What follows belongs to an exercise in optimizing a design on an open flow for small area, a short achievable clock period and few clock cycles; a production flow would make more cautious choices.
Where RTL was checked, it was by simulation tests only, not by an equivalence proof against the original.
The RTL of runs 3 and 4 was laid out without a check of its function.
Power figures rest on the tool's default switching activity, not on a simulated workload.

## design/flow/design.v

```verilog
module sw_link_core (
    input  wire         clk,
    input  wire         rst,             
    input  wire [7:0]   cfg_self_addr,   
    input  wire [7:0]   cfg_peer_addr,   
    input  wire [6:0]   prog_len,        
    output wire [5:0]   prog_addr,       
    input  wire [7:0]   prog_data,       
    output wire         call_valid,
    output wire [3:0]   call_op,
    output wire [3:0]   call_len,
    output wire [111:0] call_data,
    input  wire         call_ready,
    input  wire         resp_ok,
    input  wire [1:0]   resp_mode,
    input  wire [3:0]   resp_len,
    input  wire [111:0] resp_data,
    input  wire         irq_rx,          
    input  wire         host_req,        
    input  wire [23:0]  host_slots,
    output wire [5:0]   err,
    output wire [1:0]   rej_reason,
    output wire [1:0]   lsm_state,
    output wire [5:0]   ord_code,
    output wire         halted
);
    localparam [3:0] OP_ENTER_RX    = 4'd0,
                     OP_TX_NONEMPTY = 4'd1,
                     OP_FLUSH_TX    = 4'd2,
                     OP_SEND        = 4'd3,
                     OP_READ_STATUS = 4'd4,
                     OP_RX_NONEMPTY = 4'd5,
                     OP_FLUSH_RX    = 4'd6,
                     OP_RECEIVE     = 4'd7,
                     OP_SAMPLE      = 4'd8,
                     OP_EMIT        = 4'd9;
    localparam [1:0] M_IDLE = 2'd0, M_RX = 2'd1, M_TX = 2'd2, M_REC = 2'd3;
    localparam [4:0] X_NOP        = 5'b00_000,
                     X_SAMPLE     = 5'b00_010,
                     X_HOSTFWD    = 5'b00_011,
                     X_ORDREQ_ACK = 5'b00_100,
                     X_ENC_VALUE  = 5'b01_000,
                     X_ENC_ORDER  = 5'b01_001,
                     X_DEC_VALUE  = 5'b01_010,
                     X_DEC_ORDER  = 5'b01_011,
                     X_ORD_PACK   = 5'b10_000,
                     X_ORD_TAGCUR = 5'b10_001,
                     X_ORD_UNPACK = 5'b10_010,
                     X_ORD_APPLY  = 5'b10_011,
                     X_LINK_INIT  = 5'b11_000,
                     X_LINK_SEND  = 5'b11_001,
                     X_LINK_REARM = 5'b11_010,
                     X_LINK_RECV  = 5'b11_011,
                     X_LINK_RXDONE= 5'b11_100;
    localparam [7:0] CH_T = 8'h54, CH_L = 8'h4C, CH_H = 8'h48;
    function known;
        input [7:0] b;
        known = (b == CH_T) || (b == CH_L) || (b == CH_H);
    endfunction
    function [1:0] code_of;
        input [7:0] b;
        code_of = (b == CH_T) ? 2'b00 : (b == CH_L) ? 2'b01 : 2'b10;
    endfunction
    reg [5:0]   pc;
    reg         halt_r;
    reg [4:0]   ir;            
    reg         cv;            
    reg [3:0]   cop;           
    reg [2:0]   spin_n;        
    reg [79:0]  cd;            
    reg [5:0]   op_tag;
    reg [31:0]  op_temp;
    reg [15:0]  op_hum;
    reg [31:0]  op_lux;
    reg [7:0]   op_slot0, op_slot1, op_slot2;
    reg [7:0]   res_tag;
    reg [31:0]  res_temp;
    reg [15:0]  res_hum;
    reg [31:0]  res_lux;
    reg [1:0]   rs_c0, rs_c1, rs_c2;
    reg         rs_e01, rs_e02, rs_e12;
    reg [87:0]  txb;
    reg         tx_nz, tx_14;
    reg [87:0]  rxb;
    reg         rx_vok, rx_ook;
    reg         rx_pend, order_pend, res_valid, ord_ok;
    reg [1:0]   lsm;
    reg [3:0]   stall_cnt;
    reg [5:0]   err_r;
    reg [1:0]   rej_r;
    reg [1:0]   ord0, ord1, ord2;
    assign prog_addr  = pc;
    assign call_valid = cv;
    assign call_op    = cop;
    assign call_len   = {tx_14, 2'b11, 1'b0};
    assign call_data  = {txb[87:56], cd};
    assign err        = err_r;
    assign rej_reason = rej_r;
    assign lsm_state  = lsm;
    assign ord_code   = {ord2, ord1, ord0};
    assign halted     = halt_r;
    wire        hs = cv & call_ready;
    wire        rs_tx    = (resp_mode == M_TX);
    wire        rs_rx    = (resp_mode == M_RX);
    wire        spin_more = rs_tx & (spin_n != 3'd7);
    wire        is_send  = (ir == X_LINK_SEND);
    wire        is_rearm = (ir == X_LINK_REARM);
    wire        forced   = ~rs_rx & (stall_cnt >= 4'd10);
    reg         last;
    always @(*) begin
        case (cop)
            OP_TX_NONEMPTY, OP_FLUSH_TX, OP_SEND,
            OP_RX_NONEMPTY, OP_FLUSH_RX:   last = 1'b0;
            OP_READ_STATUS:                last = ~spin_more & ~(is_rearm & forced);
            default:                       last = 1'b1;
        endcase
    end
    wire        adv = ~cv | (call_ready & last);
    wire [1:0]  t_c0 = res_tag[5:4];
    wire [1:0]  t_c1 = res_tag[3:2];
    wire [1:0]  t_c2 = res_tag[1:0];
    wire        un_r1 = res_tag[7];
    wire        un_r2 = (t_c0 == t_c1) | (t_c0 == t_c2) | (t_c1 == t_c2);
    wire        un_r3 = (&t_c0) | (&t_c1) | (&t_c2);
    wire        un_ok = ~un_r1 & ~un_r2 & ~un_r3;
    wire        ap_r2 = rs_e01 | rs_e02 | rs_e12;
    wire        ap_r3 = (&rs_c0) | (&rs_c1) | (&rs_c2);
    wire        ap_ok = ~ap_r2 & ~ap_r3;
    wire        pk_ok = known(op_slot0) & known(op_slot1) & known(op_slot2);
    wire [7:0]  rx_b3 = rxb[7:0];
    wire [7:0]  rx_b4 = rxb[15:8];
    wire [7:0]  rx_b5 = rxb[23:16];
    function [1:0] code3;
        input [7:0] b;
        code3 = known(b) ? code_of(b) : 2'b11;
    endfunction
    reg         rx_pend_d, order_pend_d, res_valid_d, ord_ok_d;
    always @(*) begin
        rx_pend_d = rx_pend;
        if (hs && cop == OP_ENTER_RX && ir == X_LINK_RXDONE) rx_pend_d = 1'b0;
        if (irq_rx) rx_pend_d = 1'b1;
        order_pend_d = order_pend;
        if (ir == X_ORDREQ_ACK) order_pend_d = 1'b0;
        if (host_req) order_pend_d = 1'b1;
        res_valid_d = res_valid;
        if (ir == X_DEC_VALUE) res_valid_d = rx_vok;
        if (ir == X_DEC_ORDER) res_valid_d = rx_ook;
        ord_ok_d = ord_ok;
        if (ir == X_ORD_UNPACK) ord_ok_d = un_ok;
        if (ir == X_ORD_APPLY)  ord_ok_d = ap_ok;
    end
    wire        rcv_hs   = hs & (cop == OP_RECEIVE);
    wire        rx_match = (resp_data[15:8] == cfg_self_addr);
    wire        rx_vok_d = rcv_hs ? resp_ok & (resp_len >= 4'd14) & rx_match : rx_vok;
    wire        rx_ook_d = rcv_hs ? resp_ok & (resp_len >= 4'd6)  & rx_match : rx_ook;
    wire        tx_nz_d = tx_nz | (ir == X_ENC_VALUE) | (ir == X_ENC_ORDER);
    wire [7:0]  w = prog_data;
    reg         w_legal;
    always @(*) begin
        case (w)
            8'h00, 8'h01, 8'h02, 8'h03, 8'h04,
            8'h10, 8'h11, 8'h12, 8'h13,
            8'h20, 8'h21, 8'h22, 8'h23,
            8'h30, 8'h31, 8'h32, 8'h33, 8'h34: w_legal = 1'b1;
            default:                           w_legal = w[7];
        endcase
    end
    wire        f_halt = ({1'b0, pc} >= prog_len) | ~w_legal;
    wire        w_ctl  = w[7] | (w[7:1] == 7'd0);      
    reg         skip_no;     
    always @(*) begin
        case (w[5:4])
            2'd0: skip_no = ~rx_pend_d;
            2'd1: skip_no = ~order_pend_d;
            2'd2: skip_no = ~res_valid_d;
            default: skip_no = ~ord_ok_d;
        endcase
    end
    wire [5:0]  pc_inc  = pc + 6'd1;
    wire [5:0]  pc_skip = pc + 6'd1 + {2'b00, w[3:0]};
    reg         j_v;
    reg  [5:0]  j_key, j_to;
    reg         p_seq;           
    reg         mg;              
    wire        j_hit   = j_v & (j_key == pc);
    wire [5:0]  pc_nxt  = ~w_ctl                       ? (j_hit ? j_to : pc_inc) :
                          (w[7:6] == 2'b11)            ? w[5:0]  :
                          (w[7:6] == 2'b10 && skip_no) ? pc_skip : pc_inc;
    wire        w_static = (w[7:6] == 2'b11) | (w[7:1] == 7'd0);
    wire [5:0]  w_succ   = w[7] ? w[5:0] : pc_inc;
    wire        take     = adv & ~halt_r;
    always @(posedge clk) begin
        if (rst) begin
            j_v   <= 1'b0;
            mg    <= 1'b0;
            p_seq <= 1'b0;
        end else if (take) begin
            mg    <= ~w_ctl & j_hit;
            p_seq <= ~w_ctl & ~j_hit;
            if (w_static && (mg || p_seq)) begin
                j_v  <= 1'b1;
                j_to <= w_succ;
                if (!mg) j_key <= pc - 6'd1;
            end
        end
    end
    reg         w_call;
    reg [3:0]   w_op;
    always @(*) begin
        w_call = 1'b1;
        case (w[5:0])
            6'h02:   w_op = OP_SAMPLE;
            6'h03:   w_op = OP_EMIT;
            6'h31:   begin w_op = OP_TX_NONEMPTY; w_call = tx_nz_d; end
            6'h32:   w_op = OP_READ_STATUS;
            6'h33:   w_op = OP_RECEIVE;
            6'h30,
            6'h34:   w_op = OP_ENTER_RX;
            default: begin w_op = OP_ENTER_RX; w_call = 1'b0; end
        endcase
        if (w_ctl) w_call = 1'b0;
    end
    wire        dec_v      = (ir == X_DEC_VALUE) & rx_vok;
    wire [7:0]  res_tag_d  = dec_v ? rx_b3      : res_tag;
    wire [31:0] res_temp_d = dec_v ? rxb[39:8]  : res_temp;
    wire [15:0] res_hum_d  = dec_v ? rxb[55:40] : res_hum;
    wire [31:0] res_lux_d  = dec_v ? rxb[87:56] : res_lux;
    wire [87:0] txb_d      = (ir == X_ENC_VALUE) ? {op_lux, op_hum, op_temp, 2'b00, op_tag} :
                             (ir == X_ENC_ORDER) ? {txb[87:24], op_slot2, op_slot1, op_slot0} :
                                                   txb;
    wire        tx_14_d    = (ir == X_ENC_VALUE) | (tx_14 & (ir != X_ENC_ORDER));
    wire        send_pend  = cv & (ir == X_LINK_SEND) & (cop != OP_READ_STATUS);
    wire        cd_res     = (cv & (ir == X_HOSTFWD)) | ((w == 8'h03) & ~send_pend);
    always @(posedge clk)
        cd <= cd_res ? {res_hum_d, res_lux_d, res_temp_d}
                     : {txb_d[55:0], cfg_self_addr, cfg_peer_addr, 4'b0000, tx_14_d, 3'b101};
    always @(posedge clk) begin
        if (rst) begin
            pc     <= 6'd0;
            halt_r <= 1'b0;
            ir     <= X_NOP;
            cv     <= 1'b0;
            cop    <= OP_ENTER_RX;
            spin_n <= 3'd0;
        end else begin
            if (hs) begin
                case (cop)
                    OP_TX_NONEMPTY: cop <= resp_ok ? OP_FLUSH_TX : OP_SEND;
                    OP_FLUSH_TX:    cop <= OP_SEND;
                    OP_SEND:        begin cop <= OP_READ_STATUS; spin_n <= 3'd0; end
                    OP_READ_STATUS: begin
                        spin_n <= spin_n + 3'd1;
                        if (!spin_more) cop <= OP_RX_NONEMPTY;
                    end
                    OP_RX_NONEMPTY: cop <= resp_ok ? OP_FLUSH_RX : OP_ENTER_RX;
                    OP_FLUSH_RX:    cop <= OP_ENTER_RX;
                    default: ;
                endcase
            end
            if (adv) begin
                ir     <= (halt_r | w_ctl) ? X_NOP : {w[5:4], w[2:0]};
                cv     <= w_call & ~halt_r & ~f_halt;
                cop    <= w_op;
                spin_n <= 3'd0;
                if (!halt_r) begin
                    if (f_halt) halt_r <= 1'b1;
                    else        pc     <= pc_nxt;
                end
            end
        end
    end
    always @(posedge clk) begin
        if (rst) begin
            op_tag     <= 6'd0;
            op_temp    <= 32'd0;
            op_hum     <= 16'd0;
            op_lux     <= 32'd0;
            op_slot0   <= 8'd0;
            op_slot1   <= 8'd0;
            op_slot2   <= 8'd0;
            res_tag    <= 8'd0;
            res_temp   <= 32'd0;
            res_hum    <= 16'd0;
            res_lux    <= 32'd0;
            rs_c0      <= 2'b11;
            rs_c1      <= 2'b11;
            rs_c2      <= 2'b11;
            rs_e01     <= 1'b1;
            rs_e02     <= 1'b1;
            rs_e12     <= 1'b1;
            tx_nz      <= 1'b0;
            tx_14      <= 1'b0;
            rx_vok     <= 1'b0;
            rx_ook     <= 1'b0;
            lsm        <= M_IDLE;
            stall_cnt  <= 4'd0;
            err_r      <= 6'd0;
            rej_r      <= 2'd0;
            ord0       <= 2'b00;      
            ord1       <= 2'b01;      
            ord2       <= 2'b10;      
        end else begin
            case (ir)
            X_ENC_VALUE, X_ENC_ORDER: begin
                tx_nz <= 1'b1;
                tx_14 <= tx_14_d;
            end
            X_DEC_VALUE: begin
                res_tag  <= res_tag_d;
                res_temp <= res_temp_d;
                res_hum  <= res_hum_d;
                res_lux  <= res_lux_d;
            end
            X_DEC_ORDER: if (rx_ook) begin
                rs_c0  <= code3(rx_b3);
                rs_c1  <= code3(rx_b4);
                rs_c2  <= code3(rx_b5);
                rs_e01 <= (rx_b3 == rx_b4);
                rs_e02 <= (rx_b3 == rx_b5);
                rs_e12 <= (rx_b4 == rx_b5);
            end
            X_ORD_PACK: if (!halt_r) begin
                if (!pk_ok)
                    err_r[4] <= 1'b1;
                else
                    op_tag <= {code_of(op_slot0), code_of(op_slot1), code_of(op_slot2)};
            end
            X_ORD_TAGCUR: op_tag <= {ord0, ord1, ord2};
            X_ORD_UNPACK: if (!halt_r) begin
                if (un_ok) begin
                    rs_c0  <= t_c0;
                    rs_c1  <= t_c1;
                    rs_c2  <= t_c2;
                    rs_e01 <= 1'b0;
                    rs_e02 <= 1'b0;
                    rs_e12 <= 1'b0;
                end else begin
                    rej_r    <= un_r1 ? 2'd1 : un_r2 ? 2'd2 : 2'd3;
                    err_r[3] <= 1'b1;
                end
            end
            X_ORD_APPLY: if (!halt_r) begin
                if (ap_ok) begin
                    ord0 <= rs_c0;
                    ord1 <= rs_c1;
                    ord2 <= rs_c2;
                end else begin
                    rej_r    <= ap_r2 ? 2'd2 : 2'd3;
                    err_r[3] <= 1'b1;
                end
            end
            X_LINK_SEND: if (!cv && !halt_r) err_r[4] <= 1'b1;    
            default: ;
            endcase
            if (hs) begin
                case (cop)
                OP_SAMPLE: begin
                    op_temp <= resp_data[31:0];
                    op_hum  <= resp_data[47:32];
                    op_lux  <= resp_data[79:48];
                end
                OP_ENTER_RX: begin
                    lsm <= M_RX;
                    if (ir != X_LINK_RXDONE) stall_cnt <= 4'd0;
                    if (ir == X_LINK_REARM)  err_r[2]  <= 1'b1;
                end
                OP_SEND: begin
                    if (!resp_ok) err_r[0] <= 1'b1;
                    lsm <= M_TX;
                end
                OP_READ_STATUS: if (!spin_more) begin
                    if (rs_tx) err_r[2] <= 1'b1;
                    if (is_send) begin
                        if (!rs_tx) lsm <= M_IDLE;
                    end else if (rs_rx) begin
                        stall_cnt <= 4'd0;
                        lsm       <= M_RX;
                    end else if (!forced) begin
                        stall_cnt <= stall_cnt + 4'd1;
                        lsm       <= M_REC;
                    end
                end
                OP_RECEIVE: begin
                    rx_vok <= rx_vok_d;
                    rx_ook <= rx_ook_d;
                    if (!resp_ok) err_r[1] <= 1'b1;
                end
                default: ;
                endcase
            end
            if (host_req) begin
                op_slot0 <= host_slots[7:0];
                op_slot1 <= host_slots[15:8];
                op_slot2 <= host_slots[23:16];
            end
            if (f_halt && adv && !halt_r) err_r[5] <= 1'b1;
        end
    end
    always @(posedge clk) begin
        if (rst) begin
            rx_pend    <= 1'b0;
            order_pend <= 1'b0;
            res_valid  <= 1'b0;
            ord_ok     <= 1'b0;
        end else begin
            rx_pend    <= rx_pend_d;
            order_pend <= order_pend_d;
            res_valid  <= res_valid_d;
            ord_ok     <= ord_ok_d;
        end
    end
    always @(posedge clk) begin
        txb <= txb_d;
        if (hs && cop == OP_RECEIVE && resp_ok)
            rxb <= resp_data[111:24];
    end
endmodule
```

## design/flow/flow/run.sh

```bash
#!/bin/bash
# Standard layout, with the port buffers made of the smallest buffer cell.
set -euo pipefail
export BUFFER_PORTS_ARGS="-buffer_cell sky130_fd_sc_hd__buf_1"
bash standard.sh > standard_flow.log 2>&1
```

## design/flow/standard.sh

```bash
#!/bin/bash
# synth_recipe.tcl (not shown) runs the flow's synth.tcl, then flattens the netlist and writes it again
# the make line also repeats each setting of config.mk as NAME=value (left out here)
make -C /OpenROAD-flow-scripts/flow DESIGN_CONFIG=/design/flow/config.mk WORK_HOME=/design/flow/orfs CLKGATE_MAP_FILE= SYNTH_SCRIPT=/design/flow/synth_recipe.tcl "${@:-finish}"
```

## design/flow/config.mk

```make
export PLATFORM = sky130hd
export DESIGN_NAME = sw_link_core
export DESIGN_NICKNAME = sw_link_core
export VERILOG_FILES = /design/flow/design.v
export SDC_FILE = /design/flow/constraint.sdc
export NUM_CORES = 4
export LEC_CHECK = 0
export ABC_AREA = 1
export CAP_MARGIN = 10
export CORE_MARGIN = 2
export CORE_UTILIZATION = 35
export CTS_CLUSTER_DIAMETER = 150
export CTS_CLUSTER_SIZE = 25
export SETUP_SLACK_MARGIN = 2.8
export SLEW_MARGIN = 10
```

## design/flow/constraint.sdc

```tcl
create_clock -name core_clock -period 5.0 [get_ports {clk}]
set_input_delay 1.0000 -clock core_clock [delete_from_list [all_inputs] [get_ports {clk}]]
set_output_delay 1.0000 -clock core_clock [all_outputs]
set_load 0.01 [all_outputs]
```

==> flow_summary.html, run 1 <==
<table>
<tr><th>Metric</th><th>Value</th></tr>
<tr><th colspan="2">Outcome</th></tr>
<tr><td>Result of the run</td><td>no timing/DRC/antenna violations</td></tr>
<tr><th colspan="2">Timing</th></tr>
<tr><td>Slew at the pin closest to its max-slew limit</td><td>0.8940 ns</td></tr>
<tr><td>Number of max-slew violations in the final report</td><td>0</td></tr>
<tr><td>Setup violators final</td><td>0</td></tr>
<tr><td>TNS Setup</td><td>0 ns</td></tr>
<tr><td>Setup repair after global routing missed its margin</td><td>yes</td></tr>
<tr><td>Number of hold-slack violations in the final timing report</td><td>0</td></tr>
<tr><td>Normalized max-slew margin</td><td>40.40%</td></tr>
<tr><td>Worst-case clock skew</td><td>0.02944 ns</td></tr>
<tr><td>Post-layout min period</td><td>2.169 ns</td></tr>
<tr><td>Max Fclk</td><td>461.1 MHz</td></tr>
<tr><td>Final worst path period share</td><td>43.38%</td></tr>
<tr><th colspan="2">Worst setup path</th></tr>
<tr><td>Cell type group with the largest total delay on the critical path</td><td>buffers and inverters</td></tr>
<tr><td>Worst-path maximum fanout</td><td>36</td></tr>
<tr><td>Class of the most critical setup path</td><td>register to register</td></tr>
<tr><td>Data arrival time of the worst path</td><td>2.69 ns</td></tr>
<tr><td>Worst R2R Path Depth</td><td>9</td></tr>
<tr><td>Startpoint of the worst-slack reg-to-reg timing path</td><td>ir[0]$_SDFFE_PP0P_</td></tr>
<tr><td>Worst reg2reg setup slack</td><td>2.83 ns</td></tr>
<tr><td>Slowest cell on crit path</td><td>buf_4</td></tr>
<tr><td>Startpoint type of the worst setup path</td><td>register</td></tr>
<tr><td>Most common cell type on the critical path</td><td>nand2_1</td></tr>
<tr><td>Series of cell instances along the critical path</td><td>inv_1, nand2_1, nor2_4, buf_4, nand2_1, o211ai_1, buf_4, nand2_1, o21ai_1</td></tr>
<tr><td>Capturing instance or port of the critical path</td><td>cd[27]$_DFF_P_</td></tr>
<tr><td>Worst path depth</td><td>9</td></tr>
<tr><td>Required time of the critical path</td><td>5.52 ns</td></tr>
<tr><td>Worst reg2reg endpoint</td><td>cd[27]$_DFF_P_</td></tr>
<tr><td>Capturing element type of the critical path</td><td>register</td></tr>
<tr><td>Worst path max stage delay</td><td>0.56 ns</td></tr>
<tr><td>Crit path buffers/inverters</td><td>3</td></tr>
<tr><td>Worst setup path startpoint</td><td>ir[0]$_SDFFE_PP0P_</td></tr>
<tr><th colspan="2">Clock tree</th></tr>
<tr><td>Hold_buf cts</td><td>0</td></tr>
<tr><td>Clock Sink Count</td><td>525</td></tr>
<tr><td>Clock Latency Late Sink</td><td>0.58 ns</td></tr>
<tr><td>Clock tree root buffer cell</td><td>clkbuf_16</td></tr>
<tr><td>Bufs on Longest Clock Path</td><td>3</td></tr>
<tr><td>TritonCTS buffer count</td><td>25</td></tr>
<tr><td>Count of H-tree levels built during CTS</td><td>1</td></tr>
<tr><td>Reg clk slew, reported paths</td><td>0.12 ns</td></tr>
<tr><td>Clock tree from TritonCTS</td><td>built</td></tr>
<tr><th colspan="2">Logic synthesis</th></tr>
<tr><td>Cell taking the most area after synthesis</td><td>dfxtp_1</td></tr>
<tr><td>Number of enable-type register cells in the synthesized netlist</td><td>132</td></tr>
<tr><td>Leading register cell type out of synthesis</td><td>dfxtp_1</td></tr>
<tr><td>Synth Instances</td><td>2163</td></tr>
<tr><td>Portion of synthesized cell area occupied by the leading cell type</td><td>39.07%</td></tr>
<tr><td>Synth async-reset ratio</td><td>0%</td></tr>
<tr><td>Ranking of synthesized cells by area</td><td>dfxtp_1 (39%), edfxtp_1 (20%), nand2_1 (5.3%)</td></tr>
<tr><td>Mean cell area of the mapped netlist</td><td>9.310 µm²</td></tr>
<tr><td>Total of flip-flops plus latches after synthesis</td><td>525</td></tr>
<tr><td>Cell Area, Synth</td><td>20140 µm²</td></tr>
<tr><td>Sequential element share of the synthesized area</td><td>58.75%</td></tr>
<tr><td>Total of warnings raised by yosys</td><td>1</td></tr>
<tr><td>Distinct cell type count of the synthesized netlist</td><td>52</td></tr>
<tr><th colspan="2">Die</th></tr>
<tr><td>Starting utilization of the core area</td><td>35.58%</td></tr>
<tr><td>Row count</td><td>87</td></tr>
<tr><td>Number of top-level pins</td><td>323</td></tr>
<tr><td>Die area</td><td>59470 µm²</td></tr>
<tr><td>Die height</td><td>243.9 µm</td></tr>
<tr><td>Area of the core</td><td>56600 µm²</td></tr>
<tr><td>Die W</td><td>243.9 µm</td></tr>
<tr><th colspan="2">GRT</th></tr>
<tr><td>Antenna violations before repair</td><td>4</td></tr>
<tr><td>Pin count of the biggest net entering global routing</td><td>161</td></tr>
<tr><td>Total global routing track utilization</td><td>18.62%</td></tr>
<tr><td>Met1 usage</td><td>24.79%</td></tr>
<tr><td>Residual overflow from global routing</td><td>0</td></tr>
<tr><td>Met2 track demand over resource in global routing</td><td>31.04%</td></tr>
<tr><td>Most Crowded Layer GR</td><td>met2</td></tr>
<tr><td>Vias in the first global route</td><td>15.08k</td></tr>
<tr><td>Global-route wire length before repair</td><td>86.76 mm</td></tr>
<tr><td>Fraction of met3 tracks used by global routing</td><td>3.756%</td></tr>
<tr><th colspan="2">Power and ir drop</th></tr>
<tr><td>Static Leakage</td><td>8.856 nW</td></tr>
<tr><td>Post-layout power</td><td>7.516 mW</td></tr>
<tr><td>Total power per unit cell area</td><td>323.7 nW/µm²</td></tr>
<tr><td>Worst-case vdd ir drop</td><td>259.7 µV</td></tr>
<tr><th colspan="2">Cells and area</th></tr>
<tr><td>Sequential standard cell area</td><td>11890 µm²</td></tr>
<tr><td>Area occupied by multi-input gates</td><td>7083 µm²</td></tr>
<tr><td>Share of the core filled with cells</td><td>41.03%</td></tr>
<tr><td>Final non-filler cell area</td><td>23220 µm²</td></tr>
<tr><td>Relative area change from synthesis to final layout</td><td>15.32%</td></tr>
<tr><td>Commonest non-fill, non-tap cell in the layout</td><td>dfxtp_1</td></tr>
<tr><td>Most frequent cells in the layout</td><td>dfxtp_1 (373), buf_1 (293), nand2_1 (277)</td></tr>
<tr><td>Filler cell count</td><td>5748</td></tr>
<tr><td>Share of final-layout standard cells stronger than drive strength 1</td><td>8.790%</td></tr>
<tr><td>Net count of the finished layout</td><td>2625</td></tr>
<tr><td>Count of non-filler cells in the finished layout</td><td>3205</td></tr>
<tr><th colspan="2">Route</th></tr>
<tr><td>Number of detailed-route iterations in the first pass</td><td>7</td></tr>
<tr><td>Via count</td><td>15.66k</td></tr>
<tr><td>Routed wirelength normalized by instance count</td><td>18.18 µm</td></tr>
<tr><td>Count of nets left with antenna violations after detail routing</td><td>0</td></tr>
<tr><td>Iteration-0 DRC count of the detailed router</td><td>1011</td></tr>
<tr><td>Number of DRC violations after detailed routing</td><td>0</td></tr>
<tr><td>Via-per-instance ratio</td><td>4.885</td></tr>
<tr><td>Wirelength, routed</td><td>58.26 mm</td></tr>
<tr><th colspan="2">Placement</th></tr>
<tr><td>Post-placement cell count</td><td>3118</td></tr>
<tr><td>Count of input and output buffers</td><td>318</td></tr>
<tr><td>HPWL after detailed placement</td><td>38.58 mm</td></tr>
<tr><td>Placed instance area</td><td>21800 µm²</td></tr>
<tr><td>Final weighted congestion in routability-driven placement</td><td>0.8891</td></tr>
<tr><th colspan="2">Hold path</th></tr>
<tr><td>Worst Hold Class</td><td>register to register</td></tr>
<tr><td>Hold Path Depth</td><td>2</td></tr>
<tr><th colspan="2">Run</th></tr>
<tr><td>Number of max-capacitance violations reported</td><td>0</td></tr>
</table>
## power breakdown
group	internal [mW]	switching (mW)	total [mW]	leakage, nW
clock	0.965	1.37	2.33	0.342
sequential	4.46	0.0568	4.52	4.37
combinational	0.237	0.428	0.664	4.14
## per-layer routing
metal	share of wire, %	up-vias	wire, µm
met5	0.021	-	12
met4	2.0	2	1138
met3	6.2	58	3617
met2	47	409	27450
met1	45	7514	26030
li1	-	7674	-
## worst reg2reg max path, cell delays in order (launching register included)
cell,delay (ns)
dfxtp_2,0.40
inv_1,0.19
nand2_1,0.18
nor2_4,0.23
buf_4,0.56
nand2_1,0.13
o211ai_1,0.13
buf_4,0.16
nand2_1,0.06
o21ai_1,0.07
## cell usage after synthesis, types with 20 or more instances
master      n
a21oi_1   153
buf_2      21
buf_4      42
clkbuf_1   58
dfxtp_1   393
edfxtp_1  132
inv_1     204
mux2i_1    74
nand2_1   283
nand3_1    43
nand4_1    20
nor2_1    252
o21ai_0   201
o21ai_1    76
xnor2_1    21
xor2_1     22
## how the worst min path moves through the flow
stage | from | end | slack, ns
finish | op_temp[30]$_SDFFE_PP0P_ | op_temp[30]$_SDFFE_PP0P_ | 0.45
global route | op_lux[19]$_SDFFE_PP0P_ | op_lux[19]$_SDFFE_PP0P_ | 0.47
CTS | op_temp[30]$_SDFFE_PP0P_ | op_temp[30]$_SDFFE_PP0P_ | 0.46
detailed placement | op_hum[5]$_SDFFE_PP0P_ | op_hum[5]$_SDFFE_PP0P_ | 0.44
global placement | op_temp[17]$_SDFFE_PP0P_ | op_temp[17]$_SDFFE_PP0P_ | 0.44
floorplan | op_hum[0]$_SDFFE_PP0P_ | op_hum[0]$_SDFFE_PP0P_ | 0.42
## final cells by class
type	count	area share, %
Sequential cell	525	51.20
Multi-Input combinational cell	1291	30.50
Timing Repair Buffer	364	7.047
Tap cell	756	4.073
Inverter	218	3.895
Clock buffer	42	2.969
Timing Repair inverter	4	0.1455
Clock inverter	2	0.1401
Antenna cell	3	0.03233
## per-stage QoR
step / hold slack, ns / worst slack [ns]
2_1_floorplan: 0.4245 / 2.005
5_1_grt: 0.4729 / 2.697
3_5_place_dp: 0.4419 / 1.529
6_report: 0.4522 / 2.831
3_3_place_gp: 0.4359 / 1.595
4_1_cts: 0.4566 / 2.792
## sequential cells by signal (all words and copies together), names as in the netlist, 16 cells and up
name	flops
cd	80
rxb	88
txb	88
res_lux	32
op_temp	32
res_hum	16
op_lux	32
op_hum	16
res_temp	32
## kinds of logic after synthesis
logic type	count (synthesis)	synth area share [%]
adder cells (fa/ha/maj)	17	1.094
buffers and inverters	351	7.822
other	2	0.03729
flip-flops	525	58.75
AND/OR/NAND/NOR	652	13.56
multiplexers	74	3.678
XOR/XNOR	43	1.870
AO/OA/AOI/OAI	499	13.19
## what timing repair did
item                       CTS  global route
gates resized for setup     73            56
cloned                       6             1
setup endpoints to repair  398           176
buffers inserted            20            13
pin swaps                    9            11
Testbench counts, summed over its fixed seeds: cycles 29,868.
==> run 2, diff against run 1 <==
==> design/flow/config.mk (replaced) <==
export PLATFORM = sky130hd
export DESIGN_NAME = sw_link_core
export DESIGN_NICKNAME = sw_link_core
export VERILOG_FILES = /design/flow/design.v
export SDC_FILE = /design/flow/constraint.sdc
export NUM_CORES = 4
export LEC_CHECK = 0
export ABC_AREA = 1
export CAP_MARGIN = 20
export CORE_MARGIN = 2
export CORE_UTILIZATION = 50
export CTS_CLUSTER_DIAMETER = 150
export CTS_CLUSTER_SIZE = 25
export PLACE_DENSITY = 0.75
export SETUP_SLACK_MARGIN = 2.4
export SLEW_MARGIN = 20
==> flow_summary.html, run 2 <==
<table>
<tr><th>Metric</th><th>Value</th></tr>
<tr><th colspan="2">Outcome</th></tr>
<tr><td>Result of the run</td><td>no timing/DRC/antenna violations</td></tr>
<tr><th colspan="2">Route</th></tr>
<tr><td>Count of nets left with antenna violations after detail routing</td><td>0</td></tr>
<tr><td>Number of detailed-route iterations in the first pass</td><td>7</td></tr>
<tr><td>Via-per-instance ratio</td><td>5.329</td></tr>
<tr><td>Routed wirelength normalized by instance count</td><td>17.38 µm</td></tr>
<tr><td>Wirelength, routed</td><td>50.99 mm</td></tr>
<tr><td>Via count</td><td>15.64k</td></tr>
<tr><td>Iteration-0 DRC count of the detailed router</td><td>1010</td></tr>
<tr><td>Number of DRC violations after detailed routing</td><td>0</td></tr>
<tr><th colspan="2">Logic synthesis</th></tr>
<tr><td>Total of flip-flops plus latches after synthesis</td><td>525</td></tr>
<tr><td>Commonest cells in the netlist</td><td>dfxtp_1 (393), nand2_1 (283), nor2_1 (252), inv_1 (204), o21ai_0 (201)</td></tr>
<tr><td>Total of warnings raised by yosys</td><td>1</td></tr>
<tr><td>Mean cell area of the mapped netlist</td><td>9.310 µm²</td></tr>
<tr><td>Most frequent cell after synthesis</td><td>dfxtp_1</td></tr>
<tr><td>Sequential element share of the synthesized area</td><td>58.75%</td></tr>
<tr><td>Synth async-reset ratio</td><td>0%</td></tr>
<tr><td>Cell Area, Synth</td><td>20140 µm²</td></tr>
<tr><td>Number of enable-type register cells in the synthesized netlist</td><td>132</td></tr>
<tr><td>Synth Instances</td><td>2163</td></tr>
<tr><td>Ranking of synthesized cells by area</td><td>dfxtp_1 (39%), edfxtp_1 (20%), nand2_1 (5.3%)</td></tr>
<tr><td>Cell taking the most area after synthesis</td><td>dfxtp_1</td></tr>
<tr><td>Leading register cell type out of synthesis</td><td>dfxtp_1</td></tr>
<tr><td>Portion of synthesized cell area occupied by the leading cell type</td><td>39.07%</td></tr>
<tr><td>Distinct cell type count of the synthesized netlist</td><td>52</td></tr>
<tr><th colspan="2">Power and ir drop</th></tr>
<tr><td>Worst-case vdd ir drop</td><td>374.7 µV</td></tr>
<tr><td>Total power per unit cell area</td><td>329.2 nW/µm²</td></tr>
<tr><td>Post-layout power</td><td>7.319 mW</td></tr>
<tr><td>Static Leakage</td><td>8.578 nW</td></tr>
<tr><th colspan="2">Timing</th></tr>
<tr><td>Normalized max-slew margin</td><td>32.20%</td></tr>
<tr><td>Slew at the pin closest to its max-slew limit</td><td>1.017 ns</td></tr>
<tr><td>Max Fclk</td><td>393.2 MHz</td></tr>
<tr><td>Final worst slack</td><td>2.457 ns</td></tr>
<tr><td>Post-layout min period</td><td>2.543 ns</td></tr>
<tr><td>Hold Slack</td><td>0.4513 ns</td></tr>
<tr><td>TNS Setup</td><td>0 ns</td></tr>
<tr><td>Number of max-slew violations in the final report</td><td>0</td></tr>
<tr><td>Final worst path period share</td><td>50.86%</td></tr>
<tr><td>Worst-case clock skew</td><td>0.02813 ns</td></tr>
<tr><td>Setup violators final</td><td>0</td></tr>
<tr><td>Number of hold-slack violations in the final timing report</td><td>0</td></tr>
<tr><td>Setup repair after global routing missed its margin</td><td>yes</td></tr>
<tr><th colspan="2">Clock tree</th></tr>
<tr><td>TritonCTS buffer count</td><td>24</td></tr>
<tr><td>Count of H-tree levels built during CTS</td><td>1</td></tr>
<tr><td>Clock tree root buffer cell</td><td>clkbuf_16</td></tr>
<tr><td>Clock Latency Late Sink</td><td>0.58 ns</td></tr>
<tr><td>Clock Sink Count</td><td>525</td></tr>
<tr><td>Bufs on Longest Clock Path</td><td>3</td></tr>
<tr><td>Clock tree from TritonCTS</td><td>built</td></tr>
<tr><td>Reg clk slew, reported paths</td><td>0.10 ns</td></tr>
<tr><th colspan="2">Cells and area</th></tr>
<tr><td>Relative area change from synthesis to final layout</td><td>10.39%</td></tr>
<tr><td>Area occupied by multi-input gates</td><td>6812 µm²</td></tr>
<tr><td>Sequential standard cell area</td><td>11830 µm²</td></tr>
<tr><td>Leading registers by flop count</td><td>rxb (88), txb (88), cd (80)</td></tr>
<tr><td>Share of final-layout standard cells stronger than drive strength 1</td><td>3.864%</td></tr>
<tr><td>Final non-filler cell area</td><td>22230 µm²</td></tr>
<tr><td>Most frequent cells in the layout</td><td>dfxtp_1 (391), buf_1 (316), nand2_1 (280)</td></tr>
<tr><td>Commonest non-fill, non-tap cell in the layout</td><td>dfxtp_1</td></tr>
<tr><td>Net count of the finished layout</td><td>2588</td></tr>
<tr><td>Filler cell count</td><td>3567</td></tr>
<tr><th colspan="2">Worst setup path</th></tr>
<tr><td>Required time of the critical path</td><td>5.46 ns</td></tr>
<tr><td>Worst path max stage delay</td><td>0.50 ns</td></tr>
<tr><td>Capturing element type of the critical path</td><td>register</td></tr>
<tr><td>Data arrival time of the worst path</td><td>3.00 ns</td></tr>
<tr><td>Worst-path maximum fanout</td><td>24</td></tr>
<tr><td>Class of the most critical setup path</td><td>register to register</td></tr>
<tr><td>Series of cell instances along the critical path</td><td>inv_2, nor2_2, nand3_4, buf_4, a21oi_1, o21ai_1</td></tr>
<tr><td>Startpoint type of the worst setup path</td><td>register</td></tr>
<tr><td>Slowest cell on crit path</td><td>nand3_4</td></tr>
<tr><th colspan="2">Die</th></tr>
<tr><td>Die W</td><td>204.7 µm</td></tr>
<tr><td>Row count</td><td>73</td></tr>
<tr><td>Number of top-level pins</td><td>323</td></tr>
<tr><td>Die area</td><td>41900 µm²</td></tr>
<tr><td>Die height</td><td>204.7 µm</td></tr>
<tr><td>Starting utilization of the core area</td><td>50.68%</td></tr>
<tr><td>Area of the core</td><td>39730 µm²</td></tr>
<tr><th colspan="2">GRT</th></tr>
<tr><td>Antenna violations before repair</td><td>1</td></tr>
<tr><td>Vias in the first global route</td><td>14.85k</td></tr>
<tr><td>Total global routing track utilization</td><td>23.45%</td></tr>
<tr><td>Global-route wire length before repair</td><td>78.27 mm</td></tr>
<tr><td>Pin count of the biggest net entering global routing</td><td>103</td></tr>
<tr><td>Residual overflow from global routing</td><td>0</td></tr>
<tr><th colspan="2">Placement</th></tr>
<tr><td>Setup WS pre-CTS</td><td>1.741 ns</td></tr>
<tr><td>Final weighted congestion in routability-driven placement</td><td>0.9477</td></tr>
<tr><td>Count of input and output buffers</td><td>318</td></tr>
<tr><td>Placed instance area</td><td>21470 µm²</td></tr>
<tr><td>HPWL after detailed placement</td><td>35.02 mm</td></tr>
<tr><th colspan="2">Hold path</th></tr>
<tr><td>Worst Hold Class</td><td>register to register</td></tr>
<tr><th colspan="2">Run</th></tr>
<tr><td>Number of max-capacitance violations reported</td><td>0</td></tr>
</table>
-- run 2: area by class of cell --
cell class | instances | share of cell area (%)
flip-flops and latches | 525 | 53.23
multi-input cells | 1289 | 30.64
repair buffers | 333 | 6.180
inverters | 218 | 3.827
clock buffers | 40 | 2.972
well taps | 525 | 2.955
clock inverters | 1 | 0.1351
repair inverters | 1 | 0.03940
diodes | 2 | 0.02251
-- run 2: per-layer routing --
metal	wire length [µm]	vias to the layer above	share of wire, %	GRT usage, %
met5	13	-	0.025	0
met4	1470	2	2.9	6.470
met3	3809	86	7.5	3.961
met2	23740	528	47	38.66
met1	21950	7422	43	31.85
li1	-	7598	-	-
-- run 2: worst max-delay path: cells and delay by family, from the launching register on --
family / cells / cell delay, ns
AO/OA/AOI/OAI: 2 / 0.48
buffers and inverters: 2 / 0.56
AND/OR/NAND/NOR: 2 / 0.88
flip-flops: 1 / 0.48
-- run 2: kinds of logic (layout without fill, tap and decap cells) --
| family | after synthesis | in the layout | synth area share (%) |
|---|---|---|---|
| XOR/XNOR | 43 | 43 | 1.870 |
| flip-flops | 525 | 525 | 58.75 |
| AO/OA/AOI/OAI | 499 | 499 | 13.19 |
| other | 2 | 5 | 0.03729 |
| AND/OR/NAND/NOR | 652 | 653 | 13.56 |
| buffers and inverters | 351 | 593 | 7.822 |
| adder cells (fa/ha/maj) | 17 | 17 | 1.094 |
| multiplexers | 74 | 74 | 3.678 |
-- run 2: what timing repair did --
action	4_1_cts	5_1_grt
buffers inserted	2	0
setup endpoints to repair	121	83
gates cloned	1	1
pin swaps	2	1
resized for setup	1	12
hold buffers	0	0
-- run 2: metrics by stage --
| step | utilization [%] | std cells |
|---|---|---|
| finish | 55.95 | 2934 |
| global route | 55.94 | 2932 |
| CTS | 55.85 | 2931 |
| detailed placement | 54.05 | 2887 |
| global placement | 54.05 | 2887 |
| floorplan | - | 2164 |
-- run 2: final timing paths --
kind	start	end	slack, ns	cells past startpoint
worst max-delay path	ir[1]$_SDFFE_PP0P_	cd[15]$_DFF_P_	2.46	6
worst min-delay path	op_temp[22]$_SDFFE_PP0P_	op_temp[22]$_SDFFE_PP0P_	0.45	2
worst max register to register	ir[1]$_SDFFE_PP0P_	cd[15]$_DFF_P_	2.46	6
worst min register to register	op_temp[22]$_SDFFE_PP0P_	op_temp[22]$_SDFFE_PP0P_	0.45	2
-- run 2: power by group --
group          switching (mW)  internal [mW]  total, mW  leakage [nW]
sequential             0.0596           4.46       4.52          4.36
clock                    1.30          0.920       2.22         0.326
combinational           0.384          0.193      0.577          3.89
==> run 3, diff against run 2 <==
--- a/design/flow/design.v
+++ b/design/flow/design.v
@@ -67,7 +67,6 @@
     reg         cv;            
     reg [3:0]   cop;           
     reg [2:0]   spin_n;        
-    reg [79:0]  cd;            
     reg [5:0]   op_tag;
     reg [31:0]  op_temp;
     reg [15:0]  op_hum;
@@ -93,7 +92,9 @@
     assign call_valid = cv;
     assign call_op    = cop;
     assign call_len   = {tx_14, 2'b11, 1'b0};
-    assign call_data  = {txb[87:56], cd};
+    assign call_data  = {txb[87:56],
+                         cop[3] ? {res_hum, res_lux, res_temp}
+                                : {txb[55:0], cfg_self_addr, cfg_peer_addr, 4'b0000, tx_14, 3'b101}};
     assign err        = err_r;
     assign rej_reason = rej_r;
     assign lsm_state  = lsm;
@@ -229,11 +230,6 @@
                              (ir == X_ENC_ORDER) ? {txb[87:24], op_slot2, op_slot1, op_slot0} :
                                                    txb;
     wire        tx_14_d    = (ir == X_ENC_VALUE) | (tx_14 & (ir != X_ENC_ORDER));
-    wire        send_pend  = cv & (ir == X_LINK_SEND) & (cop != OP_READ_STATUS);
-    wire        cd_res     = (cv & (ir == X_HOSTFWD)) | ((w == 8'h03) & ~send_pend);
-    always @(posedge clk)
-        cd <= cd_res ? {res_hum_d, res_lux_d, res_temp_d}
-                     : {txb_d[55:0], cfg_self_addr, cfg_peer_addr, 4'b0000, tx_14_d, 3'b101};
     always @(posedge clk) begin
         if (rst) begin
             pc     <= 6'd0;
--- a/design/flow/config.mk
+++ b/design/flow/config.mk
@@ -8,9 +8,8 @@
 export ABC_AREA = 1
 export CAP_MARGIN = 20
 export CORE_MARGIN = 2
-export CORE_UTILIZATION = 50
+export CORE_UTILIZATION = 35
 export CTS_CLUSTER_DIAMETER = 150
 export CTS_CLUSTER_SIZE = 25
-export PLACE_DENSITY = 0.75
 export SETUP_SLACK_MARGIN = 2.4
 export SLEW_MARGIN = 20
==> flow_summary.html, run 3 <==
<table>
<tr><th>Metric</th><th>Value</th></tr>
<tr><th colspan="2">Cells and area</th></tr>
<tr><td>Sequential standard cell area</td><td>10780 µm²</td></tr>
<tr><td>Most frequent cells in the layout</td><td>inv_1 (271), o21ai_0 (262), dfxtp_1 (256)</td></tr>
<tr><td>Filler cell count</td><td>5206</td></tr>
<tr><td>Net count of the finished layout</td><td>2538</td></tr>
<tr><td>Leading registers by flop count</td><td>rxb (88), txb (88)</td></tr>
<tr><td>Relative area change from synthesis to final layout</td><td>19.73%</td></tr>
<tr><td>Area occupied by multi-input gates</td><td>6739 µm²</td></tr>
<tr><td>Commonest non-fill, non-tap cell in the layout</td><td>inv_1</td></tr>
<tr><td>Share of final-layout standard cells stronger than drive strength 1</td><td>12.82%</td></tr>
<tr><td>Final non-filler cell area</td><td>22240 µm²</td></tr>
<tr><th colspan="2">Logic synthesis</th></tr>
<tr><td>Number of enable-type register cells in the synthesized netlist</td><td>186</td></tr>
<tr><td>Mean cell area of the mapped netlist</td><td>8.928 µm²</td></tr>
<tr><td>Synth Instances</td><td>2081</td></tr>
<tr><td>Synth async-reset ratio</td><td>0%</td></tr>
<tr><td>Sequential element share of the synthesized area</td><td>57.97%</td></tr>
<tr><td>Distinct cell type count of the synthesized netlist</td><td>49</td></tr>
<tr><td>Most frequent cell after synthesis</td><td>o21ai_0</td></tr>
<tr><td>Total of warnings raised by yosys</td><td>1</td></tr>
<tr><td>Cell Area, Synth</td><td>18580 µm²</td></tr>
<tr><td>Cell taking the most area after synthesis</td><td>edfxtp_1</td></tr>
<tr><td>Total of flip-flops plus latches after synthesis</td><td>445</td></tr>
<tr><td>Portion of synthesized cell area occupied by the leading cell type</td><td>30.06%</td></tr>
<tr><td>Ranking of synthesized cells by area</td><td>edfxtp_1 (30%), dfxtp_1 (28%), o21ai_0 (9.0%)</td></tr>
<tr><td>Leading register cell type out of synthesis</td><td>dfxtp_1</td></tr>
<tr><td>Commonest cells in the netlist</td><td>o21ai_0 (335), inv_1 (273), dfxtp_1 (259), nand2_1 (251), a21oi_1 (221)</td></tr>
<tr><th colspan="2">Clock tree</th></tr>
<tr><td>Clock Latency Late Sink</td><td>0.58 ns</td></tr>
<tr><td>Count of H-tree levels built during CTS</td><td>1</td></tr>
<tr><td>TritonCTS buffer count</td><td>21</td></tr>
<tr><td>Bufs on Longest Clock Path</td><td>3</td></tr>
<tr><td>Clock tree root buffer cell</td><td>clkbuf_16</td></tr>
<tr><td>Clock tree from TritonCTS</td><td>built</td></tr>
<tr><td>Hold_buf cts</td><td>0</td></tr>
<tr><td>Clock Sink Count</td><td>445</td></tr>
<tr><td>Reg clk slew, reported paths</td><td>0.10 ns</td></tr>
<tr><th colspan="2">GRT</th></tr>
<tr><td>Global-route wire length before repair</td><td>87.30 mm</td></tr>
<tr><td>Residual overflow from global routing</td><td>0</td></tr>
<tr><td>Total global routing track utilization</td><td>20.84%</td></tr>
<tr><td>Antenna violations before repair</td><td>1</td></tr>
<tr><td>Pin count of the biggest net entering global routing</td><td>136</td></tr>
<tr><td>Vias in the first global route</td><td>14.81k</td></tr>
<tr><th colspan="2">Route</th></tr>
<tr><td>Routed wirelength normalized by instance count</td><td>19.60 µm</td></tr>
<tr><td>Count of nets left with antenna violations after detail routing</td><td>0</td></tr>
<tr><td>Via-per-instance ratio</td><td>5.049</td></tr>
<tr><td>Wirelength, routed</td><td>59.67 mm</td></tr>
<tr><td>Iteration-0 DRC count of the detailed router</td><td>1263</td></tr>
<tr><td>Number of DRC violations after detailed routing</td><td>0</td></tr>
<tr><td>Via count</td><td>15.37k</td></tr>
<tr><td>Number of detailed-route iterations in the first pass</td><td>5</td></tr>
<tr><th colspan="2">Worst setup path</th></tr>
<tr><td>Worst reg2reg setup slack</td><td>2.43 ns</td></tr>
<tr><td>Data arrival time of the worst path</td><td>1.76 ns</td></tr>
<tr><td>Startpoint of the worst-slack reg-to-reg timing path</td><td>cop[3]$_SDFFE_PP0P_</td></tr>
<tr><td>Startpoint type of the worst setup path</td><td>register</td></tr>
<tr><td>Worst R2R Path Depth</td><td>14</td></tr>
<tr><td>Required time of the critical path</td><td>4.00 ns</td></tr>
<tr><td>Capturing element type of the critical path</td><td>primary output</td></tr>
<tr><td>Class of the most critical setup path</td><td>register to primary output</td></tr>
<tr><td>Worst reg2reg endpoint</td><td>j_key[3]$_DFFE_PP_</td></tr>
<tr><td>Worst-path maximum fanout</td><td>8</td></tr>
<tr><th colspan="2">Power and ir drop</th></tr>
<tr><td>Total power per unit cell area</td><td>287.3 nW/µm²</td></tr>
<tr><td>Post-layout power</td><td>6.391 mW</td></tr>
<tr><td>Worst-case vdd ir drop</td><td>189.1 µV</td></tr>
<tr><td>Static Leakage</td><td>8.039 nW</td></tr>
<tr><th colspan="2">Placement</th></tr>
<tr><td>Setup WS pre-CTS</td><td>1.570 ns</td></tr>
<tr><td>Count of input and output buffers</td><td>318</td></tr>
<tr><td>Final weighted congestion in routability-driven placement</td><td>0.8922</td></tr>
<tr><td>HPWL after detailed placement</td><td>39.22 mm</td></tr>
<tr><td>Placed instance area</td><td>20190 µm²</td></tr>
<tr><th colspan="2">Timing</th></tr>
<tr><td>Setup repair after global routing missed its margin</td><td>yes</td></tr>
<tr><td>Final worst slack</td><td>2.241 ns</td></tr>
<tr><td>Slew at the pin closest to its max-slew limit</td><td>0.9880 ns</td></tr>
<tr><td>Worst-case clock skew</td><td>0.02718 ns</td></tr>
<tr><td>Normalized max-slew margin</td><td>34.06%</td></tr>
<tr><td>TNS Setup</td><td>0 ns</td></tr>
<tr><td>Final worst path period share</td><td>55.17%</td></tr>
<tr><td>Hold Slack</td><td>0.4565 ns</td></tr>
<tr><td>Max Fclk</td><td>362.5 MHz</td></tr>
<tr><td>Number of hold-slack violations in the final timing report</td><td>0</td></tr>
<tr><td>Number of max-slew violations in the final report</td><td>0</td></tr>
<tr><td>Setup violators final</td><td>0</td></tr>
<tr><td>Post-layout min period</td><td>2.759 ns</td></tr>
<tr><th colspan="2">Hold path</th></tr>
<tr><td>Worst Hold Class</td><td>register to register</td></tr>
<tr><td>Launch point of the worst hold path</td><td>op_temp[17]$_SDFFE_PP0P_</td></tr>
<tr><td>Worst Hold End</td><td>op_temp[17]$_SDFFE_PP0P_</td></tr>
<tr><td>Hold Path Depth</td><td>2</td></tr>
<tr><th colspan="2">Die</th></tr>
<tr><td>Number of top-level pins</td><td>323</td></tr>
<tr><td>Area of the core</td><td>52550 µm²</td></tr>
<tr><td>Row count</td><td>84</td></tr>
<tr><td>Starting utilization of the core area</td><td>35.35%</td></tr>
<tr><td>Die area</td><td>54940 µm²</td></tr>
<tr><td>Die height</td><td>234.4 µm</td></tr>
<tr><td>Die W</td><td>234.4 µm</td></tr>
<tr><th colspan="2">Run</th></tr>
<tr><td>Number of max-capacitance violations reported</td><td>0</td></tr>
<tr><th colspan="2">Outcome</th></tr>
<tr><td>Result of the run</td><td>no timing/DRC/antenna violations</td></tr>
</table>
[run 3: routing by layer]
| metal | GRT usage, % | vias to the layer above | wire, µm |
|---|---|---|---|
| li1 | - | 7408 | - |
| met2 | 34.85 | 514 | 28200 |
| met4 | 5.719 | 0 | 1705 |
| met5 | 0 | - | 0 |
| met3 | 3.307 | 84 | 4021 |
| met1 | 27.97 | 7367 | 25740 |
[run 3: where the power goes]
group	switching, mW	internal, mW	total (mW)
Combinational	0.363	0.186	0.549
Sequential	0.0387	3.82	3.86
Clock	1.18	0.807	1.98
Total	1.58	4.81	6.39
[run 3: cell families (layout without fill, tap and decap cells)]
| family | count (synthesis) | in the layout | share of synthesized area (%) |
|---|---|---|---|
| compound gates | 608 | 608 | 17.03 |
| simple gates | 542 | 545 | 12.23 |
| flops | 445 | 445 | 57.97 |
| buf+inv | 419 | 690 | 9.280 |
| xor+xnor | 48 | 48 | 2.263 |
| fa+ha+maj | 17 | 17 | 1.185 |
| other cells | 2 | 4 | 0.04042 |
[run 3: metrics by stage]
stage	utilization [%]	std cells
after CTS	41.52	3035
after detailed placement	38.42	2967
after global routing	42.32	3044
final	42.33	3045
after global placement	38.42	2967
after floorplan	-	2082
[run 3: cell type report]
class                      instances  share of cell area (%)
antenna                            1                 0.01125
clock buffer                      36                   2.616
clock inverter                     1                 0.02812
inverter                         282                   4.866
multi-input combinational       1221                   30.30
sequential                       445                   48.45
tap                              688                   3.870
timing repair buffer             360                   8.955
timing repair inverter            11                  0.9112
[run 3: worst max-delay path by stage]
stage | from | cells past startpoint | slack, ns | to
floorplan | call_ready | 4 | 2.01 | rxb[0]$_DFFE_PP_
global placement | cop[3]$_SDFFE_PP0P_ | 5 | 1.58 | call_data[62]
detailed placement | cop[3]$_SDFFE_PP0P_ | 4 | 1.57 | call_data[62]
CTS | cop[3]$_SDFFE_PP0P_ | 7 | 2.20 | call_data[54]
global route | cop[3]$_SDFFE_PP0P_ | 7 | 2.17 | call_data[33]
finish | cop[3]$_SDFFE_PP0P_ | 7 | 2.24 | call_data[54]
[run 3: critical path: stages, from the launching register on]
cell and delay (ns):
dfxtp_4 0.43, buf_12 0.17, inv_16 0.06, buf_12 0.12
buf_16 0.14, nand2_2 0.05, o21ai_0 0.07, buf_2 0.14
[run 3: timing repair]
action / in CTS / in global routing
endpoints found under the setup margin: 419 / 166
setup buffers: 12 / 7
resized for setup: 281 / 103
hold endpoints to repair: 0 / 0
pin swaps: 13 / 6
cloned: 19 / 2
==> run 4, diff against run 3 <==
--- a/design/flow/config.mk
+++ b/design/flow/config.mk
@@ -11,5 +11,5 @@
 export CORE_UTILIZATION = 35
 export CTS_CLUSTER_DIAMETER = 150
 export CTS_CLUSTER_SIZE = 25
-export SETUP_SLACK_MARGIN = 2.4
+export SETUP_SLACK_MARGIN = 2.2
 export SLEW_MARGIN = 20
==> flow_summary.html, run 4 <==
<table>
<tr><th>Metric</th><th>Value</th></tr>
<tr><th colspan="2">Power and ir drop</th></tr>
<tr><td>Share of total power consumed by net switching</td><td>24.41%</td></tr>
<tr><td>Relative contribution of combinational cells to total power</td><td>8.0%</td></tr>
<tr><td>Net switching power</td><td>1.545 mW</td></tr>
<tr><td>Cell internal power dissipation</td><td>4.782 mW</td></tr>
<tr><td>Total power per unit cell area</td><td>300.4 nW/µm²</td></tr>
<tr><td>Worst-case vdd ir drop</td><td>236.3 µV</td></tr>
<tr><td>Portion of total power attributed to the clock network</td><td>31.1%</td></tr>
<tr><td>Seq pwr share</td><td>61.0%</td></tr>
<tr><td>Static Leakage</td><td>7.525 nW</td></tr>
<tr><th colspan="2">Cells and area</th></tr>
<tr><td>Share of the core filled with cells</td><td>40.08%</td></tr>
<tr><td>Final non-filler cell area</td><td>21060 µm²</td></tr>
<tr><td>Count of inserted antenna diode cells</td><td>0</td></tr>
<tr><td>Net count of the finished layout</td><td>2510</td></tr>
<tr><td>Leading registers by flop count</td><td>rxb (88), txb (88)</td></tr>
<tr><td>Relative area change from synthesis to final layout</td><td>13.35%</td></tr>
<tr><td>Commonest non-fill, non-tap cell in the layout</td><td>o21ai_0</td></tr>
<tr><td>Share of final-layout standard cells stronger than drive strength 1</td><td>5.329%</td></tr>
<tr><td>Most frequent cells in the layout</td><td>o21ai_0 (320), buf_1 (290), inv_1 (271)</td></tr>
<tr><th colspan="2">Worst setup path</th></tr>
<tr><td>Worst path max stage delay</td><td>0.49 ns</td></tr>
<tr><td>Startpoint type of the worst setup path</td><td>register</td></tr>
<tr><td>Required time of the critical path</td><td>4.00 ns</td></tr>
<tr><td>Data arrival time of the worst path</td><td>1.78 ns</td></tr>
<tr><td>Series of cell instances along the critical path</td><td>inv_16, buf_16, o21ai_0, buf_1</td></tr>
<tr><td>Cell type group with the largest total delay on the critical path</td><td>flip-flops</td></tr>
<tr><td>Capturing element type of the critical path</td><td>primary output</td></tr>
<tr><td>Worst-path maximum fanout</td><td>36</td></tr>
<tr><td>Crit path buffers/inverters</td><td>3</td></tr>
<tr><td>Class of the most critical setup path</td><td>register to primary output</td></tr>
<tr><td>Slowest cell on crit path</td><td>dfxtp_4</td></tr>
<tr><th colspan="2">Die</th></tr>
<tr><td>Number of top-level pins</td><td>323</td></tr>
<tr><td>Die W</td><td>234.4 µm</td></tr>
<tr><td>Die area</td><td>54940 µm²</td></tr>
<tr><td>Area of the core</td><td>52550 µm²</td></tr>
<tr><td>Row count</td><td>84</td></tr>
<tr><td>Starting utilization of the core area</td><td>35.35%</td></tr>
<tr><td>Die height</td><td>234.4 µm</td></tr>
<tr><th colspan="2">Clock tree</th></tr>
<tr><td>Clock tree from TritonCTS</td><td>built</td></tr>
<tr><td>Reg clk slew, reported paths</td><td>0.11 ns</td></tr>
<tr><td>Clock Latency Late Sink</td><td>0.56 ns</td></tr>
<tr><td>Count of H-tree levels built during CTS</td><td>1</td></tr>
<tr><td>TritonCTS buffer count</td><td>21</td></tr>
<tr><td>Hold_buf cts</td><td>0</td></tr>
<tr><td>Bufs on Longest Clock Path</td><td>3</td></tr>
<tr><td>Clock tree root buffer cell</td><td>clkbuf_16</td></tr>
<tr><td>Clock Sink Count</td><td>445</td></tr>
<tr><th colspan="2">Logic synthesis</th></tr>
<tr><td>Total of flip-flops plus latches after synthesis</td><td>445</td></tr>
<tr><td>Number of enable-type register cells in the synthesized netlist</td><td>186</td></tr>
<tr><td>Mean cell area of the mapped netlist</td><td>8.928 µm²</td></tr>
<tr><td>Total of warnings raised by yosys</td><td>1</td></tr>
<tr><td>Ranking of synthesized cells by area</td><td>edfxtp_1 (30%), dfxtp_1 (28%), o21ai_0 (9.0%)</td></tr>
<tr><td>Synth Instances</td><td>2081</td></tr>
<tr><td>Distinct cell type count of the synthesized netlist</td><td>49</td></tr>
<tr><td>Most frequent cell after synthesis</td><td>o21ai_0</td></tr>
<tr><td>Cell Area, Synth</td><td>18580 µm²</td></tr>
<tr><td>Portion of synthesized cell area occupied by the leading cell type</td><td>30.06%</td></tr>
<tr><td>Cell taking the most area after synthesis</td><td>edfxtp_1</td></tr>
<tr><td>Synth async-reset ratio</td><td>0%</td></tr>
<tr><td>Commonest cells in the netlist</td><td>o21ai_0 (335), inv_1 (273), dfxtp_1 (259), nand2_1 (251), a21oi_1 (221)</td></tr>
<tr><td>Sequential element share of the synthesized area</td><td>57.97%</td></tr>
<tr><td>Leading register cell type out of synthesis</td><td>dfxtp_1</td></tr>
<tr><th colspan="2">GRT</th></tr>
<tr><td>Residual overflow from global routing</td><td>0</td></tr>
<tr><td>Pin count of the biggest net entering global routing</td><td>118</td></tr>
<tr><td>Total global routing track utilization</td><td>19.93%</td></tr>
<tr><td>Antenna violations before repair</td><td>2</td></tr>
<tr><td>Vias in the first global route</td><td>14.44k</td></tr>
<tr><td>Global-route wire length before repair</td><td>84.10 mm</td></tr>
<tr><th colspan="2">Route</th></tr>
<tr><td>Via-per-instance ratio</td><td>5.019</td></tr>
<tr><td>Via count</td><td>15.13k</td></tr>
<tr><td>Count of nets left with antenna violations after detail routing</td><td>0</td></tr>
<tr><td>Number of detailed-route iterations in the first pass</td><td>8</td></tr>
<tr><td>Number of DRC violations after detailed routing</td><td>0</td></tr>
<tr><td>Routed wirelength normalized by instance count</td><td>18.91 µm</td></tr>
<tr><td>Wirelength, routed</td><td>57.02 mm</td></tr>
<tr><td>Iteration-0 DRC count of the detailed router</td><td>1139</td></tr>
<tr><th colspan="2">Timing</th></tr>
<tr><td>Number of max-slew violations in the final report</td><td>0</td></tr>
<tr><td>TNS Setup</td><td>0 ns</td></tr>
<tr><td>Final worst path period share</td><td>55.51%</td></tr>
<tr><td>Max Fclk</td><td>360.3 MHz</td></tr>
<tr><td>Number of hold-slack violations in the final timing report</td><td>0</td></tr>
<tr><td>Hold Slack</td><td>0.4524 ns</td></tr>
<tr><td>Final worst slack</td><td>2.225 ns</td></tr>
<tr><td>Slew at the pin closest to its max-slew limit</td><td>0.8778 ns</td></tr>
<tr><td>Setup repair after global routing missed its margin</td><td>yes</td></tr>
<tr><td>Setup violators final</td><td>0</td></tr>
<tr><td>Worst-case clock skew</td><td>0.02273 ns</td></tr>
<tr><td>Normalized max-slew margin</td><td>41.48%</td></tr>
<tr><td>Post-layout min period</td><td>2.775 ns</td></tr>
<tr><th colspan="2">Placement</th></tr>
<tr><td>Setup WS pre-CTS</td><td>1.169 ns</td></tr>
<tr><td>HPWL after detailed placement</td><td>39.60 mm</td></tr>
<tr><td>Final weighted congestion in routability-driven placement</td><td>0.8752</td></tr>
<tr><td>Placed instance area</td><td>20170 µm²</td></tr>
<tr><td>Count of input and output buffers</td><td>318</td></tr>
<tr><th colspan="2">Outcome</th></tr>
<tr><td>Result of the run</td><td>no timing/DRC/antenna violations</td></tr>
<tr><th colspan="2">Hold path</th></tr>
<tr><td>Worst Hold Class</td><td>register to register</td></tr>
<tr><th colspan="2">Run</th></tr>
<tr><td>Number of max-capacitance violations reported</td><td>0</td></tr>
</table>
[run 4: cell counts after synthesis]
Identical to the previous run, type by type.
[run 4: final cells by class]
type | instances | area [µm²]
Timing Repair Buffer | 343 | 1523
Multi-Input combinational cell | 1220 | 6225
Clock inverter | 1 | 6.256
Tap cell | 688 | 860.8
Sequential cell | 445 | 10770
Inverter | 282 | 1082
Clock buffer | 35 | 578.1
Fill cell | 5368 | 31490
Timing Repair inverter | 1 | 11.26
[run 4: routing by layer]
layer  up-vias  routed length [µm]  GRT usage, %
met3        64                3553         3.380
met5         -                  11             0
met4         2                1296         5.031
li1       7334                   -             -
met1      7286               24770         26.37
met2       446               27390         33.80
[run 4: worst paths after layout]
check | slack, ns | start | depth (start not counted) | end
hold / removal | 0.45 | res_temp[31]$_SDFFE_PP0P_ | 2 | res_temp[31]$_SDFFE_PP0P_
setup / recovery | 2.22 | cop[3]$_SDFFE_PP0P_ | 4 | call_data[16]
setup reg to reg | 2.44 | cop[3]$_SDFFE_PP0P_ | 13 | j_to[2]$_DFFE_PP_
hold reg to reg | 0.45 | res_temp[31]$_SDFFE_PP0P_ | 2 | res_temp[31]$_SDFFE_PP0P_
[run 4: through the flow]
stage	cells	total power, mW
final	3015	6.326
after global placement	2967	4.426
after global routing	3015	6.569
after detailed placement	2967	4.432
after CTS	3013	6.386
after floorplan	2082	4.224
[run 4: power by group through the flow]
stage / combinational [mW] / sequential [mW] / clock [mW]
2_1_floorplan: 0.296 / 3.93 / 0
3_3_place_gp: 0.488 / 3.94 / 0
3_5_place_dp: 0.493 / 3.94 / 0
4_1_cts: 0.502 / 3.86 / 2.03
5_1_grt: 0.565 / 3.86 / 2.14
6_report: 0.505 / 3.86 / 1.96
[run 4: cells by family after synthesis]
family	count (synthesis)	synth area share, %
AO/OA/AOI/OAI	608	17.03
AND/OR/NAND/NOR	542	12.23
flip-flops	445	57.97
buffers and inverters	419	9.280
XOR/XNOR	48	2.263
adder cells (fa/ha/maj)	17	1.185
other	2	0.04042
[run 4: timing repair]
action                                  4_1_cts  5_1_grt
endpoints found under the hold margin         0        0
cloned                                        4        2
endpoints found under the setup margin      249      201
gates resized for setup                      32       43
pin swaps                                     2        0
buffers inserted                              6        0
[run 4: worst min-delay path, cell delays in order, from the launching register on]
cell	delay (ns)
dfxtp_1	0.32
inv_1	0.05
a21oi_1	0.05

-- afterwards: timing with drivers on the ports --
No port has a modelled driver above. Below, the same layouts with a new extraction and two added sets of constraints.
Step 1 (the two cells are an assumption about what drives the block):
set clk [get_ports {clk}]
set_driving_cell -lib_cell sky130_fd_sc_hd__clkbuf_16 $clk
set_driving_cell -lib_cell sky130_fd_sc_hd__buf_2 [delete_from_list [all_inputs] $clk]
Step 2, shift: input delay + t, output delay - t, t = (earliest + latest rising clock arrival at the registers) / 2. This alone moves slack from input paths to output paths.
a / b / c = ideal / step 1 / step 2; a / b = the first two.
run	shift t [ns]	slack for setup (ns)	worst hold slack (ns)	worst setup path after step 2	clock arrival spread, ns
run 1	0.626	2.831 / 2.779 / 2.293	0.452 / 0.452 / 0.452	input to register	0.032 / 0.032
run 2	0.625	2.457 / 2.457 / 1.975	0.451 / 0.451 / 0.451	input to register	0.032 / 0.032
run 3	0.619	2.241 / 2.181 / 1.954	0.457 / 0.457 / 0.457	input to register	0.032 / 0.033
run 4	0.605	2.225 / 2.170 / 1.829	0.452 / 0.452 / 0.452	input to register	0.023 / 0.022
After both steps every run listed still meets setup and hold. For run 1, which loses most, drivers alone change the setup slack by -0.052 ns; drivers and shift together by -0.538 ns.
